From an optimization exercise on the open Yosys and OpenROAD flow, aimed at small area; shortcuts taken in it are not production practice. The RTL was checked by simulation tests, not by an equivalence proof against the original design. Power and IR drop assume default switching activity.

==> flow/flow/run.sh <==
#!/bin/bash
set -e
export BUFFER_PORTS_ARGS="-buffer_cell sky130_fd_sc_hd__buf_1"
export CTS_ARGS="-sink_clustering_enable -repair_clock_nets -dont_use_dummy_load -buf_list {sky130_fd_sc_hd__clkbuf_4} -sink_clustering_size 12 -sink_clustering_max_diameter 35"
bash standard.sh > standard.log 2>&1
==> flow/standard.sh <==
#!/bin/bash
# synth_recipe.tcl (not shown) runs the flow's synth.tcl, then flattens the netlist and writes it again
# the make line also repeats each setting of config.mk as NAME=value (left out here)
make -C /OpenROAD-flow-scripts/flow DESIGN_CONFIG=/design/flow/config.mk WORK_HOME=/design/flow/orfs CLKGATE_MAP_FILE= SYNTH_SCRIPT=/design/flow/synth_recipe.tcl "${@:-finish}"
==> flow/config.mk <==
export PLATFORM = sky130hd
export DESIGN_NAME = tx868_htv
export DESIGN_NICKNAME = tx868_htv
export VERILOG_FILES = /design/flow/design.v
export SDC_FILE = /design/flow/constraint.sdc
export NUM_CORES = 8
export LEC_CHECK = 0
export ABC_AREA = 1
export CAP_MARGIN = 20
export CORE_MARGIN = 2
export CORE_UTILIZATION = 65
export PLACE_DENSITY = 0.8
export SLEW_MARGIN = 20
==> flow/constraint.sdc <==
create_clock -name core_clock -period 70.0 [get_ports {clk}]
set_input_delay 14.0000 -clock core_clock [delete_from_list [all_inputs] [get_ports {clk}]]
set_output_delay 14.0000 -clock core_clock [all_outputs]
set_load 0.01 [all_outputs]
==> flow/design.v <==
module tx868_htv (
    input  wire         clk,
    input  wire         rst,
    input  wire [63:0]  now,
    input  wire         cmd_valid,
    output wire         cmd_ready,
    input  wire [103:0] cmd,
    output reg          line,
    output reg          busy,
    output wire         err_range
);
    assign cmd_ready = !busy;
    assign err_range = 1'b0;
    wire       accept = cmd_valid && !busy;
    wire [7:0] op     = cmd[103:96];
    wire       ld     = accept && (op == 8'h03);
    reg [95:0] r;
    reg        q0, q1, q2;
    reg [6:0]  ph;
    wire [4:0] pi = ph[4:0];
    function integer fbit(input integer i);
        fbit = (i == 0) ? 23 : (i == 1) ? 24 : (i <= 24) ? i - 2 : i;
    endfunction
    localparam [3:0] UNP = 4'd0, PRE = 4'd1, SHR = 4'd2, SHL = 4'd3,
                     RND = 4'd4, ADD = 4'd5, NEG = 4'd6, MUL = 4'd7,
                     DONE = 4'd8;
    reg [3:0] st;
    reg [1:0] stg;       
    reg [1:0] w;
    reg [8:0] E;
    reg       S, ST, C, G, B25, Bhi;
    wire win  = (ph[6:5] == w);
    wire t0   = (w == 2'd0);
    wire kbit = (stg == 2'd1) ? t0 && ((E == 9'd153) || (E == 9'd156) || (E == 9'd157))
                              : (E == 9'd183);
    wire frac = (stg == 2'd1) ? t0 && (E > 9'd153) : (E > 9'd183);
    wire q2m  = q2 && (pi >= 5'd2);
    wire p0   = (pi == 5'd0);
    wire qu   = q0 ^ !ph[0];
    reg  out, cin;
    always @* begin
        out = q0;
        cin = C;
        if (win) begin
            case (st)
                UNP:  out = (pi == 5'd25) ? 1'b1 :
                            ((pi < 5'd2) || (pi > 5'd25)) ? 1'b0 : qu;
                PRE, SHR: out = (pi == 5'd31) ? 1'b0 : r[95];
                SHL:  out = p0 ? 1'b0 : q1;
                RND:  begin
                    if (pi < 5'd2)       out = 1'b0;
                    else if (pi == 5'd2) out = q0 ^ (G & (C | q0));
                    else                 out = q0 ^ C;
                end
                ADD:  begin
                    cin = p0 ? (S & frac) : C;
                    out = q0 ^ kbit ^ cin;
                end
                NEG:  begin
                    cin = p0 ? !(ST && (stg != 2'd0)) : C;
                    out = !q0 ^ cin;
                end
                MUL:  begin
                    cin = p0 ? 1'b0 : C;
                    out = q0 ^ q2m ^ cin;
                end
                default: ;
            endcase
        end
    end
    wire e_up = win && (((st == PRE || st == SHR || st == MUL) && p0) || (st == ADD));
    wire e_dn = win && (st == SHL) && p0;
    wire [9:0] et;
    wire [8:0] Ecnt;
    assign et[0] = e_up | e_dn;
    genvar ei;
    generate
        for (ei = 0; ei < 9; ei = ei + 1) begin : g_e
            assign Ecnt[ei]  = E[ei] ^ et[ei];
            assign et[ei+1]  = et[ei] & (E[ei] ^ e_dn);
        end
    endgenerate
    wire       trunc_lt = (E < 9'd216);
    wire       trunc_eq = (E == 9'd216);
    wire [3:0] tr_st    = trunc_lt ? SHR : !trunc_eq ? SHL : S ? NEG : DONE;
    reg  [3:0] nr_st;
    reg  [1:0] nr_stg;
    reg  [3:0] nx_st;
    reg  [1:0] nx_stg;
    always @* begin
        nr_stg = stg;
        if (Bhi)
            nr_st = SHR;
        else if (!B25)
            nr_st = (E[8:6] == 3'd0) ? SHR : SHL;
        else if (st != RND)
            nr_st = RND;
        else if (stg == 2'd1)
            nr_st = MUL;
        else if (stg == 2'd2)
            nr_st = ADD;
        else
            nr_st = tr_st;
        if (st == RND && !Bhi && B25 && stg[1])
            nr_stg = stg + 2'd1;
        if (!Bhi && !B25 && (E[8:6] == 3'd0))
            nr_stg = 2'd0;
        nx_st  = nr_st;
        nx_stg = nr_stg;
        case (st)
            UNP: begin
                nx_st  = (t0 && (E < 9'd132)) ? PRE : ADD;
                nx_stg = 2'd1;
            end
            PRE: begin
                nx_st  = (E < 9'd132) ? PRE : ADD;
                nx_stg = stg;
            end
            ADD: if (S && C) begin
                nx_st  = NEG;
                nx_stg = stg;
            end
            NEG, SHR, SHL: if (stg == 2'd0) begin
                nx_st  = (st == NEG) ? DONE : tr_st;
                nx_stg = stg;
            end
            MUL: if (stg == 2'd1) begin
                nx_st  = MUL;
                nx_stg = 2'd2;
            end
            DONE: begin
                nx_st  = (w == 2'd2) ? DONE : UNP;
                nx_stg = stg;
            end
            default: ;   
        endcase
    end
    always @(posedge clk) begin
        q0 <= r[95];
        q1 <= q0;
        q2 <= q1;
        r  <= ~{r[94:0], out};
        ph <= (ph == 7'd96) ? 7'd0 : ph + 7'd1;
        if (win) begin
            if (pi == 5'd25) begin
                B25 <= out;
                Bhi <= 1'b0;
            end else if (pi > 5'd25)
                Bhi <= Bhi | out;
            case (st)
                UNP: begin
                    if ((pi < 5'd2) || ((pi >= 5'd25) && (pi <= 5'd30)))
                        E <= {1'b0, qu, E[7:1]};
                    if (pi == 5'd31)
                        S <= qu;
                    ST <= 1'b0;
                end
                PRE, SHR: if (p0)
                    ST <= ST | q0;
                RND: begin
                    if (p0) begin
                        C  <= q0 | ST;
                        ST <= 1'b0;
                    end else if (pi == 5'd1)
                        G <= q0;
                    else if (pi == 5'd2)
                        C <= q0 & G & (C | q0);
                    else
                        C <= q0 & C;
                end
                ADD: begin
                    C <= ((q0 ^ S) & kbit) | ((q0 ^ S) & cin) | (kbit & cin);
                    if (p0)
                        ST <= ST | frac;
                end
                NEG: begin
                    C <= !q0 & cin;
                    S <= 1'b0;
                end
                MUL:
                    C <= (q0 & q2m) | (q0 & cin) | (q2m & cin);
                default: ;
            endcase
            if (st != UNP)
                E <= Ecnt;
        end
        if (ph == 7'd96) begin
            st  <= nx_st;
            stg <= nx_stg;
            if (st == DONE && w != 2'd2)
                w <= w + 2'd1;
        end
        if (ld) begin : load
            integer i, k;
            for (k = 0; k < 3; k = k + 1)
                for (i = 0; i < 32; i = i + 1)
                    r[95 - (32 * k + i)] <= ~cmd[95 - 32 * k - 31 + fbit(i)];
            ph <= 7'd96;
            st <= DONE;
            w  <= 2'd3;
        end
    end
    reg       f0;
    reg [7:0] f1;
    always @(posedge clk) begin
        if (accept && (op == 8'h01))
            f1 <= cmd[7:0];
        if (accept && (op == 8'h02) && (cmd[7:1] == 7'd0))
            f0 <= cmd[0];
    end
    reg [3:0]  bq, j;
    reg [63:0] D;
    reg        NZ;           
    reg        cb;           
    reg [3:0]  cnt;          
    reg        cpend, cacc;
    wire eof = (bq == 4'd15);
    wire ring_match = (ph[6:3] == {bq[2:1], 1'b0, bq[0]}) && (ph[2:0] == j[2:0]);
    wire col_match  = (ph[2:0] == j[2:0]) && !ph[4] && (ph[6:5] != 2'd3);
    wire five       = (j[2:0] == 3'd0) || (j[2:0] == 3'd2);
    wire f0bit      = f0 && (j[2:0] == 3'd0);
    reg bitval;
    always @* begin
        if (bq == 4'd3)       bitval = 1'b1;
        else if (bq == 4'd4)  bitval = 1'b0;
        else if (j[3])        bitval = 1'b1;
        else if (bq == 4'd5)  bitval = 1'b0;
        else if (bq == 4'd6)  bitval = f0bit;
        else if (bq == 4'd7)  bitval = f1[j[2:0]];
        else if (bq == 4'd14) bitval = cnt[0];
        else                  bitval = cb;
    end
    wire [64:0] gc;
    assign gc[0] = 1'b1;
    genvar gi;
    generate
        for (gi = 0; gi < 64; gi = gi + 1) begin : g_cmp
            assign gc[gi+1] = (now[gi] ^ D[gi]) ? now[gi] : gc[gi];
        end
    endgenerate
    wire ge = !NZ || gc[64];
    reg [12:0] K;
    always @* begin
        if (!busy)
            K = 13'd600;
        else if (!line)
            K = eof ? 13'd4600 : bitval ? 13'd600 : 13'd1400;
        else
            K = (eof || bitval) ? 13'd1400 : 13'd600;
    end
    wire [64:0] ac;
    wire [63:0] Dn;
    assign ac[0] = 1'b0;
    generate
        for (gi = 0; gi < 64; gi = gi + 1) begin : g_add
            if (gi < 13) begin : g_lo
                assign Dn[gi]   = now[gi] ^ K[gi] ^ ac[gi];
                assign ac[gi+1] = (now[gi] & K[gi]) | (now[gi] & ac[gi]) | (K[gi] & ac[gi]);
            end else begin : g_hi
                assign Dn[gi]   = now[gi] ^ ac[gi];
                assign ac[gi+1] = now[gi] & ac[gi];
            end
        end
    endgenerate
    wire [3:0] nbq = (bq[3:1] == 3'd1 || bq == 4'd4 || j[3]) ? bq + 4'd1 : bq;
    wire [3:0] nj  = (bq[3:1] == 3'd1 || bq == 4'd4 || j[3]) ? 4'd0 : j + 4'd1;
    always @(posedge clk) begin
        if (ring_match)
            cb <= q0;
        if (ph == 7'd96) begin
            cacc  <= cpend;
            cpend <= 1'b0;
            if (cpend)
                cnt <= ((j[2:0] == 3'd0) ? 4'd0 : {1'b0, cnt[3:1]})
                       + {3'd0, f0bit} + {3'd0, f1[j[2:0]]} + {3'd0, five};
        end else if (cacc && col_match)
            cnt <= cnt + {3'd0, q0};
        if (rst) begin
            line <= 1'b0;
            busy <= 1'b0;
            NZ   <= 1'b0;
        end else if (busy) begin
            if (ge) begin
                D  <= Dn;
                NZ <= 1'b1;
                if (!line)
                    line <= 1'b1;
                else if (eof) begin
                    line <= 1'b0;
                    busy <= 1'b0;
                end else begin
                    line <= 1'b0;
                    bq   <= nbq;
                    j    <= nj;
                    if (nbq == 4'd14)
                        cpend <= 1'b1;
                end
            end
        end else if (accept) begin
            if (op == 8'h00)
                NZ <= 1'b0;
            if (op == 8'h04) begin
                busy <= 1'b1;
                bq   <= 4'd3;
                j    <= 4'd0;
                if (ge) begin
                    line <= 1'b1;
                    D    <= Dn;
                    NZ   <= 1'b1;
                end
            end
        end
    end
endmodule
==> metrics.md, run 1 <==
| Metric | Value |
|---|---|
| Outcome | complete, no violations |
| Final TNS setup | 0 ps |
| Worst r2r dst | D[63] |
| Synth warn | 1 |
| Cell at the root of the clock tree | sky130_fd_sc_hd__clkbuf_4 |
| Die Width | 134.6 um |
| Biggest area contributors in the synthesized netlist | sky130_fd_sc_hd__edfxtp_1 (28%), sky130_fd_sc_hd__dfxtp_1 (21%), sky130_fd_sc_hd__mux2i_1 (8.6%), sky130_fd_sc_hd__ha_1 (8.3%), sky130_fd_sc_hd__inv_1 (8.0%) |
| Leakage power | between 6 and 7 nW |
| ANT nets after route | 0 |
| Via density per instance | 5.335 |
| Critical hold path startpoint | r[94] |
| Cell area after synthesis | 11090 sq um |
| Number of clock sinks | between 200 and 250 |
| I/O pin total | 175 |
| Area Overhead vs Synth | 10.37% |
| Max-capacitance violation count | 0 |
| Remaining routing DRC violations | 0 |
| Reg2reg start | j[0] |
| Share of cells above drive strength 1 | 0.03595 |
| Initial antenna violation count | 1 |
| Number of DRC violations after detailed-routing iteration 0 | about 560 |
| Crit path top cell by count | sky130_fd_sc_hd__ha_1 |
| Delay of the slowest cell on the worst path | 370 ps |
| Post-place setup slack | around 44000 ps |
| Post-detailed-routing wire length | 22.13 mm |
| Mapped Nets | around 1400 |
| Max Transition Viols Final | 0 |
| R2R cell count | approximately 70 |
| Number of cells traversed by the worst hold path | 1 |
| Number of hold violations in the final report | 0 |
| Critical path's slowest cell | sky130_fd_sc_hd__fa_1 |
| RSZ-0062 raised after global routing | no |
| Number of distinct library cell variants in the gate-level netlist after synthesis | 48 |
| Power, Total | between 0.2 and 0.3 mW |
| Overall die height | 134.6 um |
| Total overflow reported by the global router | 0 |
| Worst slew margin | 0.3674 |
| Ratio of total power to cell area | 20.77 nW/um^2 |
| Insertion delay of the later-clocked pin in the worst-skew pair | about 630 ps |
| Cell count after synthesis | about 1200 |
| Most frequently used flop master after synthesis | sky130_fd_sc_hd__dfxtp_1 |
| Share of the cycle needed by the critical path after routing | 0.3653 |
| Endpoint arrival time on the critical path | 25940 ps |
| Cell with the most instances after synthesis | sky130_fd_sc_hd__inv_1 |
| Quantity of I/O buffers inserted on ports | between 150 and 200 |
| Internal reg-to-reg setup slack | 55930 ps |
| Area of the die | roughly 18000 sq um |
| TritonCTS clock tree | done |
| Commonest cells post-synth | sky130_fd_sc_hd__inv_1 (237), sky130_fd_sc_hd__nand2_1 (167), sky130_fd_sc_hd__dfxtp_1 (116) |
| Maximum number of pins on one net before global-route repair | 65 |
| Bufs on Longest Clock Path | 3 |
| Crit path launch type | input pin |
| Cts-stage hold buffer count | 0 |
| Global-route wire length before repair | 36.83 mm |
| Post-CTS Setup Repair Bufs | 0 |
| Shortest clock period the worst path allows after layout | between 20000 and 30000 ps |
| Number of detailed-routing iterations run before antenna repair | 8 |
| Largest area contributor in the netlist | sky130_fd_sc_hd__edfxtp_1 |
| Share of the yosys chip area belonging to registers | 0.4909 |
| Synth async-reset ratio | 0 |
| Floorplan row count | 47 |
| H-Tree Depth | 2 |
| Initial core utilization | 0.6666 |
| Fin worst setup slack | 44430 ps |
| Number of synthesized register bits | 220 |
| Post-layout net count | between 1500 and 2000 |
| Final setup violating endpoints | 0 |
| TritonCTS Buffers | 35 |
| Clock-pin slew reported for the worst setup and hold paths after clock tree synthesis | 120 ps |
| Worst slew pin tran | ~940 ps |
| CTS resizes | 0 |
| Routability congestion estimate | 0.9180 |
| Largest vdd supply drop | between 0.015 and 0.02 mV |
| Global-route usage over all layers | 0.2483 |
| Post-Synthesis Mean Instance Area | 9.457 sq um |
| Number of synthesized flops with an enable pin | 104 |
| Startpoint-to-endpoint class of the critical path | in -> reg |
| Count of vias placed by the detailed router | between 8000 and 9000 |
| DR WL/cell | ~14 um |
| Area of the core | 16640 sq um |
| Max Clock Skew | 54.13 ps |
| Largest fanout on the critical path | 3 |
| Hold endpoint | r[95] |
| Synth top area share | 0.2815 |
| HPWL reported at the end of detailed placement | approximately 17 mm |
| Path class of the lowest-slack min-delay path | reg -> reg |
| Worst path required time | 70370 ps |
| Upper clock frequency limit | 0.03911 GHz |
| Via count of the first global-routing pass | ~8400 |
| Nature of the critical path endpoint | register |
[through the flow]
stage / instances / hold slack (ps) / area (sq um) / util
floorplan: 1173 / 331.2 / 11090 / -
global placement: 1548 / 360.3 / 11970 / 0.7193
detailed placement: 1548 / 368.3 / 11970 / 0.7193
CTS: 1583 / 348.2 / 12230 / 0.7351
global route: 1584 / 358.2 / 12240 / 0.7357
finish: 1584 / 347.3 / 12240 / 0.7357
[per-layer routing]
metal,GRT usage,part of all wire,vias to the layer above
met5,0,0,-
met1,0.2927,0.40,3802
met3,0.06156,0.075,54
li1,-,-,4307
met4,0.09064,0.028,0
met2,0.4394,0.49,287
[how the worst max path moves through the flow]
stage,slack (ps),depth (start not counted),to,startpoint
2_1_floorplan,44610,64,D[63],now[4]
3_3_place_gp,44000,65,D[63],now[4]
3_5_place_dp,43720,65,D[63],now[4]
4_1_cts,44360,65,D[63],now[4]
5_1_grt,43900,65,D[63],now[4]
6_report,44430,65,D[63],now[4]
[sequential cells by signal (all words and copies together) (netlist names), 2 cells and up]
name	cells
st	4
j	4
E	9
f1	8
r	96
bq	4
cnt	4
D	64
w	2
ph	7
stg	2
[cells by family after synthesis]
family / synth area share
DFF: 0.4909
and+or+nand+nor: 0.1202
muxes: 0.08572
adders and majority gates: 0.09790
other: 0.0003380
buffers and inverters: 0.08910
AOI/OAI and AO/OA: 0.09926
xor gates and xnor gates: 0.01658
[critical path, delay by kind of cell]
| family | cells | cell delay, ps |
|---|---|---|
| xor gates and xnor gates | 1 | 140 |
| buffers and inverters | 5 | 330 |
| adders and majority gates | 59 | 11510 |
[cell type report]
type / count / area [sq um]
inverters: 241 / 904.6
well taps: 220 / 275.3
fillers: 1258 / 4399
flip-flops and latches: 220 / 5445
clock buffers: 35 / 262.8
multi-input cells: 691 / 4681
repair buffers: 176 / 671.9
diodes: 1 / 2.502
[power breakdown]
group	internal, mW	total [mW]	switching (mW)
Clock	0.0231	0.0629	0.0399
Combinational	0.0152	0.0393	0.0241
Sequential	0.144	0.152	0.00802
[layout by cell type (no fill, tap or decap), types with 2 or more instances in the layout]
| cell type | n |
|---|---|
| sky130_fd_sc_hd__inv_1 | 237 |
| sky130_fd_sc_hd__buf_1 | 173 |
| sky130_fd_sc_hd__nand2_1 | 166 |
| sky130_fd_sc_hd__dfxtp_1 | 116 |
| sky130_fd_sc_hd__edfxtp_1 | 104 |
| sky130_fd_sc_hd__mux2i_1 | 95 |
| sky130_fd_sc_hd__nor2_1 | 79 |
| sky130_fd_sc_hd__ha_1 | 74 |
| sky130_fd_sc_hd__o21ai_0 | 53 |
| sky130_fd_sc_hd__clkbuf_4 | 35 |
| sky130_fd_sc_hd__o22ai_1 | 31 |
| sky130_fd_sc_hd__nand3_1 | 28 |
| sky130_fd_sc_hd__a22o_1 | 28 |
| sky130_fd_sc_hd__a21oi_1 | 25 |
| sky130_fd_sc_hd__nor3_1 | 18 |
| sky130_fd_sc_hd__xor2_1 | 12 |
| sky130_fd_sc_hd__nor4_1 | 11 |
| sky130_fd_sc_hd__xnor2_1 | 9 |
| sky130_fd_sc_hd__nand4_1 | 8 |
| sky130_fd_sc_hd__fa_1 | 8 |
| sky130_fd_sc_hd__a31oi_1 | 6 |
| sky130_fd_sc_hd__o211ai_1 | 4 |
| sky130_fd_sc_hd__o31ai_1 | 4 |
| sky130_fd_sc_hd__o2111ai_1 | 3 |
| sky130_fd_sc_hd__inv_2 | 3 |
| sky130_fd_sc_hd__o221ai_1 | 3 |
| sky130_fd_sc_hd__buf_4 | 3 |
| sky130_fd_sc_hd__a211oi_1 | 2 |
| sky130_fd_sc_hd__nand3b_1 | 2 |
| sky130_fd_sc_hd__o21a_1 | 2 |
| sky130_fd_sc_hd__nand2_2 | 2 |
==> run 2, diff against run 1 <==
==> flow/flow/run.sh (replaced) <==
#!/bin/bash
set -e
export BUFFER_PORTS_ARGS="-buffer_cell sky130_fd_sc_hd__buf_1"
export CTS_ARGS="-sink_clustering_enable -repair_clock_nets -dont_use_dummy_load -buf_list {sky130_fd_sc_hd__clkbuf_4} -sink_clustering_size 10 -sink_clustering_max_diameter 40"
bash standard.sh > standard.log 2>&1
==> run 2 against run 1 <==
  * Combinational power about the same
  * Sequential cell count unchanged
  * Clock power down 6.0%
  * Clock skew up 25 ps
  * Final area down 0.27%
  * First-iteration DRC count down 8.9%
  * Sequential share of layout area up 0.12 points
  * Core utilization down 0.20 points
  * Setup slack better by 38 ps
  * Power down 1.5%
  * Synthesized area unchanged
  * Synthesized cell count unchanged
==> metrics.md, run 2 <==
| Metric | Value |
|---|---|
| H-Tree Depth | 1 (was 2) |
| Post-detailed-routing wire length | 22.14 mm (was 22.13 mm) |
| Post-CTS Setup Repair Bufs | 0 (unchanged) |
| TritonCTS clock tree | done (unchanged) |
| Metal1 wirelength | 9.182 mm (was 8.913 mm) |
| I/O pin total | 175 (unchanged) |
| Number of hold violations in the final report | 0 (unchanged) |
| Area of the die | 18130 sq um (unchanged) |
| Delay of the slowest cell on the worst path | 370 ps (about the same) |
| Cell area reported after detailed placement | 11970 sq um (unchanged) |
| Die Width | 134.6 um (unchanged) |
| Flip-flop count of the largest register after layout | 96 (unchanged) |
| Count of vias placed by the detailed router | 8457 (was 8450) |
| Remaining routing DRC violations | 0 (unchanged) |
| Initial antenna violation count | 1 (unchanged) |
| Startpoint-to-endpoint class of the critical path | in -> reg (unchanged) |
| Ratio of total power to cell area | 20.52 nW/um^2 (was 20.77 nW/um^2) |
| Insertion delay of the later-clocked pin in the worst-skew pair | 690 ps (was 630 ps) |
| Post-layout net count | 1613 (was 1618) |
| Worst slew pin tran | 916.3 ps (was 941.6 ps) |
| Cell count after synthesis | 1173 (unchanged) |
| Max Clock Skew | 79.50 ps (was 54.13 ps) |
| Initial core utilization | 0.6666 (unchanged) |
| Highest-count cells in the layout ignoring fill and taps | sky130_fd_sc_hd__inv_1 (237), sky130_fd_sc_hd__buf_1 (173), sky130_fd_sc_hd__nand2_1 (166), sky130_fd_sc_hd__dfxtp_1 (116), sky130_fd_sc_hd__edfxtp_1 (104) (unchanged) |
| Number of clock sinks | 220 (unchanged) |
| Cts-stage hold buffer count | 0 (unchanged) |
| Nature of the critical path endpoint | register (unchanged) |
| Start point of the critical path | now[4] (unchanged) |
| Number of detailed-routing iterations run before antenna repair | 9 (was 8) |
| Biggest area contributors in the synthesized netlist | sky130_fd_sc_hd__edfxtp_1 (28%), sky130_fd_sc_hd__dfxtp_1 (21%), sky130_fd_sc_hd__mux2i_1 (8.6%), sky130_fd_sc_hd__ha_1 (8.3%), sky130_fd_sc_hd__inv_1 (8.0%) (unchanged) |
| Quantity of I/O buffers inserted on ports | 173 (unchanged) |
| Internal reg-to-reg setup slack | 55850 ps (was 55930 ps) |
| Post-Synthesis Mean Instance Area | 9.457 sq um (unchanged) |
| Routability congestion estimate | 0.9180 (unchanged) |
| Synth top area share | 0.2815 (unchanged) |
| Critical Path Stages | 65 (unchanged) |
| Commonest cells post-synth | sky130_fd_sc_hd__inv_1 (237), sky130_fd_sc_hd__nand2_1 (167), sky130_fd_sc_hd__dfxtp_1 (116) (unchanged) |
| Max Transition Viols Final | 0 (unchanged) |
| Global-route usage over all layers | 0.2457 (was 0.2483) |
| Clock-pin slew reported for the worst setup and hold paths after clock tree synthesis | 100 ps (was 120 ps) |
| CTS resizes | 0 (unchanged) |
| Floorplan row count | 47 (unchanged) |
| Cell at the root of the clock tree | sky130_fd_sc_hd__clkbuf_4 (unchanged) |
| Final TNS setup | 0 ps (unchanged) |
| Shortest clock period the worst path allows after layout | 25530 ps (was 25570 ps) |
| Top layer used by detailed routing | met4 (unchanged) |
| Upper clock frequency limit | 0.03917 GHz (was 0.03911 GHz) |
| Total overflow reported by the global router | 0 (unchanged) |
| Number of cells traversed by the worst hold path | 1 (unchanged) |
| Worst path required time | 70400 ps (was 70370 ps) |
| HPWL reported at the end of detailed placement | 16.71 mm (unchanged) |
| Cell with the most instances after synthesis | sky130_fd_sc_hd__inv_1 (unchanged) |
| TritonCTS Buffers | 30 (was 35) |
| Largest vdd supply drop | 0.01590 mV (was 0.01658 mV) |
| Endpoint arrival time on the critical path | 25930 ps (was 25940 ps) |
| Largest area contributor in the netlist | sky130_fd_sc_hd__edfxtp_1 (unchanged) |
| Outcome | complete, no violations (unchanged) |
| Cell area after synthesis | 11090 sq um (unchanged) |
| Met2 wirelength from detailed routing | 10.76 mm (was 10.94 mm) |
| Worst r2r dst | D[63] (unchanged) |
| Number of DRC violations after detailed-routing iteration 0 | 512 (was 562) |
| Mapped Nets | 1426 (unchanged) |
| Leakage power | 6.173 nW (was 6.196 nW) |
| Number of synthesized flops with an enable pin | 104 (unchanged) |
| Maximum number of pins on one net before global-route repair | 65 (unchanged) |
| Synth warn | 1 (unchanged) |
| Critical path's slowest cell | sky130_fd_sc_hd__fa_1 (unchanged) |
| Bufs on Longest Clock Path | 3 (unchanged) |
| Setup crit end | D[63] (unchanged) |
| Reg2reg start | j[0] (unchanged) |
| Leading cell type in the layout, fill and taps excluded | sky130_fd_sc_hd__inv_1 (unchanged) |
| Share of cells above drive strength 1 | 0.03314 (was 0.03595) |
| R2R cell count | 72 (unchanged) |
| Max-capacitance violation count | 0 (unchanged) |
| Final setup violating endpoints | 0 (unchanged) |
| Area Overhead vs Synth | 10.07% (was 10.37%) |
| Met3 WL post-DR | 1.627 mm (was 1.663 mm) |
| Kind of cell with the highest combined delay on the critical path | adder cells (unchanged) |
| ANT nets after route | 0 (unchanged) |
| Via density per instance | 5.356 (was 5.335) |
| Path class of the lowest-slack min-delay path | reg -> reg (unchanged) |
| Global-route wire length before repair | 36.81 mm (was 36.83 mm) |
| Final cell area excluding filler cells | 12210 sq um (was 12240 sq um) |
| Worst slew margin | 0.3891 (was 0.3674) |
| RSZ-0062 raised after global routing | no (unchanged) |
| Share of the yosys chip area belonging to registers | 0.4909 (unchanged) |
| Crit path launch type | input pin (unchanged) |
| Area of the core | 16640 sq um (unchanged) |
| Crit path top cell by count | sky130_fd_sc_hd__ha_1 (unchanged) |
| Non-Filler Instances | 1579 (was 1584) |
| Cell count after placement | 1548 (unchanged) |
| Overall die height | 134.6 um (unchanged) |
| Number of distinct library cell variants in the gate-level netlist after synthesis | 48 (unchanged) |
| Post-place setup slack | 43720 ps (unchanged) |
| DR WL/cell | 14.02 um (was 13.97 um) |
| Most frequently used flop master after synthesis | sky130_fd_sc_hd__dfxtp_1 (unchanged) |
| Via count of the first global-routing pass | 8374 (was 8445) |
| Fin worst setup slack | 44470 ps (was 44430 ps) |
| Biggest regs | r (96), D (64), E (9) (unchanged) |
| Largest fanout on the critical path | 3 (unchanged) |
| Count of buffering cells on the critical path with inverters included | 5 (unchanged) |
| Share of the cycle needed by the critical path after routing | 0.3647 (was 0.3653) |
| Synth async-reset ratio | 0 (unchanged) |
| Number of synthesized register bits | 220 (unchanged) |
| Top register by number of flip-flops | r (unchanged) |
## run 2: cell counts after synthesis
No cell type changed its count.
## run 2: power by group
group / switching [mW] / internal (mW)
clock: 0.0395 / 0.0196
combinational: 0.0243 / 0.0152
sequential: 0.00799 / 0.144
## run 2: cell families after synthesis
family / after synthesis / share of synthesized area
compound gates: 172 / 0.09926
flops: 220 / 0.4909
other cells: 1 / 0.0003380
fa+ha+maj: 82 / 0.09790
xor+xnor: 21 / 0.01658
mux: 95 / 0.08572
simple gates: 320 / 0.1202
buf+inv: 262 / 0.08910
## run 2: area by class of cell
class	count	area, sq um
Clock buffer	30	225.2
Fill cell	1273	4432
Tap cell	220	275.3
Inverter	241	904.6
Timing Repair Buffer	176	671.9
Multi-Input combinational cell	691	4686
Antenna cell	1	2.502
Sequential cell	220	5445
## run 2: stage by stage
step,util,power (mW),hold slack (ps)
global route,0.7337,0.2639,379.5
finish,0.7337,0.2505,367.4
CTS,0.7329,0.2517,351.4
floorplan,-,0.1795,331.2
global placement,0.7193,0.1916,360.3
detailed placement,0.7193,0.1935,368.3
## run 2: per-layer routing
metal	global-route usage	vias to the layer above
li1	-	4294
met1	0.2958	3825
met2	0.4360	283
met3	0.05856	55
met4	0.07661	0
met5	0	-
## run 2: worst min path at each step
stage	startpoint	endpoint	slack, ps
global placement	q1	q2	360
detailed placement	q1	q2	370
floorplan	r[95]	q0	330
finish	r[33]	r[34]	370
global route	r[33]	r[34]	380
CTS	r[33]	r[34]	350
## run 2: worst register-to-register path: cells and delay by family (launching register included)
| kind | cells | cell delay, ps |
|---|---|---|
| DFF | 1 | 520 |
| and+or+nand+nor | 3 | 390 |
| AOI/OAI and AO/OA | 6 | 1100 |
| adders and majority gates | 58 | 11360 |
| xor gates and xnor gates | 1 | 140 |
| buffers and inverters | 4 | 390 |

==> afterwards: timing with drivers on the ports <==
In the flow no input, the clock included, has a driving cell. The finished layouts below were timed again as built, in two steps. Step 1 assumes that a clkbuf_16 drives the clock port and a buf_2 every other input. Step 2 times the ports against the registers' clock, not the clock port: input delays grow and output delays shrink by t, the midpoint of the rising clock arrivals with the driver on. Three values: no drivers, after step 1, after step 2; two values: the first two.
| run | t, ns | setup WS [ns] | worst register clock-pin slew, ns | worst slew at a driven data input, ns | cell pins on the clock port's net |
|---|---|---|---|---|---|
| run 1 | 0.635 | 44.431 / 44.444 / 43.810 | 0.12 / 0.12 | 0.06 | 1 |
| run 2 | 0.698 | 44.468 / 44.483 / 43.786 | 0.11 / 0.11 | 0.06 | 1 |
After both steps every run listed still meets setup and hold. The setup slack of run 2, which loses most, moves by +0.015 ns with the drivers and by -0.682 ns with both steps.
